From an optimization exercise on the open Yosys and OpenROAD flow, aimed at small area, a short achievable clock period and few clock cycles; shortcuts taken in it are not production practice. In this exercise RTL edits were held to simulation tests only and were not proved equivalent to the original. Power is estimated from default activity; no workload was simulated.

// lmp_decoder
module lmp_decoder (
    input             clk,
    input             rst,         
    input             ev_valid,
    output            ev_ready,
    input      [1:0]  ev_kind,     
    input      [31:0] ev_time,
    output reg        res_valid,
    output reg [3:0]  res_err,     
    output     [32:0] res_period,
    output     [63:0] res_freq,
    output     [15:0] res_nbits,
    output     [3:0]  res_nbytes,
    output     [63:0] res_bytes
);
    localparam E_OK = 4'd0, E_ASYM = 4'd7, E_EMPTY = 4'd8, E_FRAMING = 4'd9;
    reg hold;
    assign ev_ready = ~hold;
    reg        s1_v;
    reg [1:0]  s1_k;
    reg [31:0] s1_t;
    wire take = ev_valid & ~hold;
    always @(posedge clk) begin
        s1_v <= take & ~rst;
        s1_k <= ev_kind;
        s1_t <= ev_kind[0] ? ~ev_time : ev_time;    
    end
    wire        p_v, p_first, p_rb0, p_close, p_asym, p_empty, p0_now;
    wire [31:0] p_w;
    lmp_edge_pairer u_pair (
        .clk    (clk),
        .rst    (rst),
        .ev_v   (s1_v),
        .ev_k   (s1_k),
        .ev_t   (s1_t),
        .p_v    (p_v),
        .p_w    (p_w),
        .p_first(p_first),
        .p_rb0  (p_rb0),
        .p_close(p_close),
        .p_asym (p_asym),
        .p_empty(p_empty),
        .p0_now (p0_now)
    );
    reg  [31:0] f0;
    reg  [32:0] d_d;
    reg         d_first, d_pulse, d_rb0;
    wire [32:0] dsum;
    lmp_add #(.W(33)) u_dsub (
        .a  ({1'b0, p_w}),
        .b  (~{1'b0, f0}),
        .cin(1'b1),
        .s  (dsum));
    always @(posedge clk) begin
        d_d   <= dsum;
        d_rb0 <= p_rb0;
    end
    wire        is_bit, bit_val, bad;
    lmp_classify u_cls (
        .d      (d_d),
        .f0     (f0),
        .rb_zero(d_rb0),
        .is_bit (is_bit),
        .bit_val(bit_val),
        .bad    (bad)
    );
    wire        div_start = p_v & p_first;
    wire        div_busy, div_near, div_done;
    lmp_freq_div u_div (
        .clk   (clk),
        .rst   (rst),
        .start (div_start),
        .f0_in (p_w),
  ...
Size: roughly 220 I/O pins.
Settings: LEC_CHECK=0, CAP_MARGIN=20, CORE_MARGIN=2, CORE_UTILIZATION=40, PLACE_DENSITY=0.6, SLEW_MARGIN=20; clock period 8.0 ns.
standard.sh (not shown) runs the stock make flow with config.mk's settings and CLKGATE_MAP_FILE= SYNTH_SCRIPT=/design/flow/synth_recipe.tcl, a recipe that flattens the netlist after the stock synthesis.
==> flow/flow/run.sh <==
#!/bin/bash
# Standard layout, with plain buf_1 cells as the port buffers instead of the
# delay buffers buffer_ports picks by default, clock tree synthesis without
# dummy loads, and timing repair aiming at a 2.6 ns clock.
set -euo pipefail
export BUFFER_PORTS_ARGS="-buffer_cell sky130_fd_sc_hd__buf_1"
export CTS_ARGS="-sink_clustering_enable -repair_clock_nets -sink_clustering_size 16 -sink_clustering_max_diameter 80 -buf_list sky130_fd_sc_hd__clkbuf_8 -dont_use_dummy_load"
export SETUP_SLACK_MARGIN=5.4
bash standard.sh > standard.log 2>&1
Testbench counts at the start, summed over its fixed seeds: cycles 30,458.
Change:
==> flow/flow/run.sh (replaced) <==
#!/bin/bash
# Standard layout, with plain buf_1 cells as the port buffers instead of the
# delay buffers buffer_ports picks by default, and clock tree synthesis
# without dummy loads.
set -euo pipefail
export BUFFER_PORTS_ARGS="-buffer_cell sky130_fd_sc_hd__buf_1"
export CTS_ARGS="-sink_clustering_enable -repair_clock_nets -sink_clustering_size 12 -sink_clustering_max_diameter 60 -buf_list sky130_fd_sc_hd__clkbuf_8 -dont_use_dummy_load"
bash standard.sh > standard.log 2>&1
--- a/flow/config.mk
+++ b/flow/config.mk
@@ -11,0 +12 @@
+export SETUP_SLACK_MARGIN = 5
Design area falls by a little under a tenth. Total power falls by a few percent. Synthesized cell count does not change. Clock power rises by about a fifth. Count of clock-buffer cells in the layout rises by 13. Via count falls by a few percent. Setup slack got worse by 0.070 ns. Wire length falls slightly. Non-clock buffer count falls by 160. Sequential cell count does not change.
Change:
--- a/flow/flow/run.sh
+++ b/flow/flow/run.sh
@@ -7 +7 @@
-export CTS_ARGS="-sink_clustering_enable -repair_clock_nets -sink_clustering_size 12 -sink_clustering_max_diameter 60 -buf_list sky130_fd_sc_hd__clkbuf_8 -dont_use_dummy_load"
+export CTS_ARGS="-sink_clustering_enable -repair_clock_nets -sink_clustering_size 16 -sink_clustering_max_diameter 80 -buf_list sky130_fd_sc_hd__clkbuf_8 -dont_use_dummy_load"
--- a/flow/config.mk
+++ b/flow/config.mk
@@ -12 +12 @@
-export SETUP_SLACK_MARGIN = 5
+export SETUP_SLACK_MARGIN = 4.8
Final area is lower by 3.5%.
Die area is unchanged.
Combinational power is lower by 6.0%.
Synthesized cell count does not change.
Global-route usage is lower by 0.83 points.
Sequential share of layout area is higher by 1.7 points.
Routed wire length is lower by 4.2%.
Change:
--- a/flow/config.mk
+++ b/flow/config.mk
@@ -10,3 +10,3 @@
-export CORE_UTILIZATION = 40
-export PLACE_DENSITY = 0.6
-export SETUP_SLACK_MARGIN = 4.8
+export CORE_UTILIZATION = 55
+export PLACE_DENSITY = 0.7
+export SETUP_SLACK_MARGIN = 5
Hold slack degrades by 0.0065 ns.
Via count is higher by 2.1%.
Sequential share of layout area is lower by 0.34 points.
Area after synthesis does not change.
Setup slack improves by 0.027 ns.
Wire length is lower by 4.4%.
Global-route usage is higher by 6.1 points.
Count of clock-buffer cells in the layout is lower by 2.
Sequential power is about the same.
Change:
--- a/flow/flow/run.sh
+++ b/flow/flow/run.sh
@@ -7 +7 @@
-export CTS_ARGS="-sink_clustering_enable -repair_clock_nets -sink_clustering_size 16 -sink_clustering_max_diameter 80 -buf_list sky130_fd_sc_hd__clkbuf_8 -dont_use_dummy_load"
+export CTS_ARGS="-sink_clustering_enable -repair_clock_nets -sink_clustering_size 24 -sink_clustering_max_diameter 80 -buf_list sky130_fd_sc_hd__clkbuf_16 -root_buf sky130_fd_sc_hd__clkbuf_16 -dont_use_dummy_load"
--- a/flow/config.mk
+++ b/flow/config.mk
@@ -10,2 +10,2 @@
-export CORE_UTILIZATION = 55
-export PLACE_DENSITY = 0.7
+export CORE_UTILIZATION = 40
+export PLACE_DENSITY = 0.6
- hold slack loses 0.0053 ns
- worst setup slack gains 0.0095 ns
- sequential share of layout area falls by 0.75 points
- clock-buffer cell count falls by 8
- via count falls slightly
- non-clock buffer count falls by 11
- wire length rises by a few percent
- clock skew falls by 0.043 ns
- power rises by a few percent

[static timing again, ports no longer ideal]
The results above use ideal ports. As a check the final layouts listed here were re-extracted and re-timed, cells and wires unchanged.
Step 1 assumes that a clkbuf_16 drives the clock port and a buf_2 every other input.
Step 2 adds t to the input delays and takes it off the output delays; t is the mean of the earliest and latest rising clock arrival at the registers after step 1. Input paths then give back, and output paths get back, about the clock's delay inside the block.
Three values: ideal, step 1, step 2; two values: the first two.
run	shift t [ns]	slack for setup (ns)	worst hold slack (ns)
the first run	0.648	4.917 / 4.860 / 4.872	0.330 / 0.330 / 0.330
the second run	0.667	4.847 / 4.793 / 4.487	0.307 / 0.307 / 0.307
the third run	0.658	4.837 / 4.786 / 4.451	0.340 / 0.340 / 0.340
the fourth run	0.635	4.864 / 4.810 / 4.745	0.334 / 0.334 / 0.334
the fifth run	0.626	4.874 / 4.818 / 4.511	0.328 / 0.328 / 0.328
After both steps setup and hold are still met in every run listed. The setup slack of the third run, which loses most, moves by -0.051 ns with the drivers and by -0.386 ns with both steps.
